What follows belongs to an exercise in optimizing a design on an open flow for small area, a short achievable clock period and few clock cycles per item; a production flow would make more cautious choices.
Only simulation tests tie the RTL to the original design; equivalence was not proved.

== the reference run ==
## alarm_sched
module alarm_sched (
    input  wire        clk,
    input  wire        rst,
    input  wire        cmd_valid,
    input  wire [63:0] cmd,
    output wire        cmd_ready,
    output reg         rsp_valid,
    output reg  [31:0] rsp_data,
    output wire [2:0]  rsp_fault,
    output wire        rsp_pend
);
    localparam [7:0] OP_RESET = 8'h01;
    localparam [7:0] OP_SEC   = 8'h03;
    localparam [7:0] OP_CLASS = 8'h18;
    localparam [7:0] OP_AINIT = 8'h20;
    localparam [7:0] OP_ASERV = 8'h21;
    localparam [7:0] OP_ASET  = 8'h22;
    localparam [7:0] OP_AGET  = 8'h23;
    localparam [7:0] OP_TSET  = 8'h24;
    localparam [7:0] OP_TGET  = 8'h25;
    localparam [2:0] F_NONE    = 3'd0;
    localparam [2:0] F_ILLEGAL = 3'd1;
    localparam [2:0] F_RANGE   = 3'd2;
    localparam [2:0] F_ARM_OVF = 3'd3;
    localparam [9:0]  DAY_HI    = 10'd675;         
    localparam [24:0] LAST_BASE = 25'd33554250;    
    localparam [24:0] PREV_BASE = 25'd33553575;    
    localparam [9:0]  LAST_FREE = 10'd182;         
    function automatic [32:0] radd(input [31:0] a, input [31:0] b, input ci);
        integer n;
        reg c;
        begin
            c = ci;
            for (n = 0; n < 32; n = n + 1) begin
                radd[n] = a[n] ^ b[n] ^ c;
                c = (a[n] & b[n]) | (c & (a[n] ^ b[n]));
            end
            radd[32] = c;
  ...
Settings: LEC_CHECK=0, ABC_AREA=1, CAP_MARGIN=20, CORE_MARGIN=2, CORE_UTILIZATION=40, CTS_CLUSTER_DIAMETER=100, CTS_CLUSTER_SIZE=24, SLEW_MARGIN=20, DONT_USE_CELLS=sky130_fd_sc_hd__ha_1 sky130_fd_sc_hd__ha_2 sky130_fd_sc_hd__ha_4 sky130_fd_sc_hd__fa_1 sky130_fd_sc_hd__fa_2 sky130_fd_sc_hd__fa_4, BUFFER_PORTS_ARGS=-buffer_cell sky130_fd_sc_hd__buf_2, SETUP_SLACK_MARGIN=34.8; clock period 45.0 ns.
standard.sh (not shown) runs the stock make flow with config.mk's settings and CLKGATE_MAP_FILE= SYNTH_SCRIPT=/design/flow/synth_recipe.tcl, a recipe that flattens the netlist after the stock synthesis.
==> flow/flow/run.sh <==
#!/bin/bash
# The standard layout with these changes to the ORFS settings:
#  - the full and half adder cells are kept out of the design (the
#    platform's other don't-use cells are still appended by its config), so
#    ORFS skips extract_fa and abc maps the arithmetic itself;
#  - every port is still buffered, with buf_2 in place of ORFS's default
#    port buffer (clkdlybuf4s50_1, a slow delay cell);
#  - timing repair aims for 34.8 ns of slack on the 45 ns clock, that is for
#    a period near 10.2 ns, instead of stopping at zero slack.
set -euo pipefail
cat >> config.mk <<'EOC'
export DONT_USE_CELLS = sky130_fd_sc_hd__ha_1 sky130_fd_sc_hd__ha_2 sky130_fd_sc_hd__ha_4 sky130_fd_sc_hd__fa_1 sky130_fd_sc_hd__fa_2 sky130_fd_sc_hd__fa_4
export BUFFER_PORTS_ARGS = -buffer_cell sky130_fd_sc_hd__buf_2
export SETUP_SLACK_MARGIN = 34.8
EOC
bash standard.sh finish > flow_make.log 2>&1
The reference run closes out successfully: all stages finished, all timing, DRC and antenna checks passed.
Testbench counts of the reference run, summed over its fixed seeds: cycles 20,417, ops 19,200.
Changes in the trial run relative to the reference run:
- swapping 34.8 for 35.3 in SETUP_SLACK_MARGIN
--- a/flow/flow/run.sh
+++ b/flow/flow/run.sh
@@ -7,4 +7,4 @@
 #    port buffer (clkdlybuf4s50_1, a slow delay cell);
-#  - timing repair aims for 34.8 ns of slack on the 45 ns clock, that is for
-#    a period near 10.2 ns, instead of stopping at zero slack.
+#  - timing repair aims for 35.3 ns of slack on the 45 ns clock, that is for
+#    a period near 9.7 ns, instead of stopping at zero slack.
 set -euo pipefail
@@ -13,3 +13,3 @@
 export BUFFER_PORTS_ARGS = -buffer_cell sky130_fd_sc_hd__buf_2
-export SETUP_SLACK_MARGIN = 34.8
+export SETUP_SLACK_MARGIN = 35.3
 EOC
### Flow results
In the trial run the total number of vias turned out 89 lower than in the reference run. Of the reference run and the trial run, the run reporting the lower footprint of the multi-input gates was the reference run. On cell count after placement, the reference run and the trial run are neck and neck. Wire length of the first global-routing pass: the trial run vs the reference run down 1.6%. Diff the reference run and the trial run: global routing usage on met1 higher in the reference run. Taking the reference run as the reference, in the trial run fraction of standard cell area that is sequential now smaller; utilization shows an increase of 0.58 points.

[re-timing with driven ports]
Ports are ideal in the flow. The routed layouts listed here were re-timed in OpenROAD.
Step 1 (the two cells are an assumption about what drives the block):
set clk [get_ports {clk}]
set_driving_cell -lib_cell sky130_fd_sc_hd__clkbuf_16 $clk
set_driving_cell -lib_cell sky130_fd_sc_hd__buf_2 [delete_from_list [all_inputs] $clk]
Step 2 moves the port delays by t, midway between the first and last clock arrival at a register: inputs arrive t later, outputs are due t later. That takes back most of the time a late clock gives input paths.
Slacks: ideal / step 1 / step 2; pairs: ideal / step 1.
| run | shift t [ns] | slack for setup (ns) | hold WS [ns] | worst register clock-pin slew, ns | worst data-port slew with drivers (ns) |
|---|---|---|---|---|---|
| the reference run | 0.597 | 34.910 / 34.853 / 34.411 | 0.465 / 0.465 / 0.465 | 0.11 / 0.11 | 0.04 |
| the trial run | 0.594 | 34.953 / 34.895 / 34.774 | 0.463 / 0.463 / 0.463 | 0.11 / 0.11 | 0.04 |
After both steps every run listed still meets setup and hold. For the reference run, which loses most, drivers alone change the setup slack by -0.057 ns; drivers and shift together by -0.499 ns.
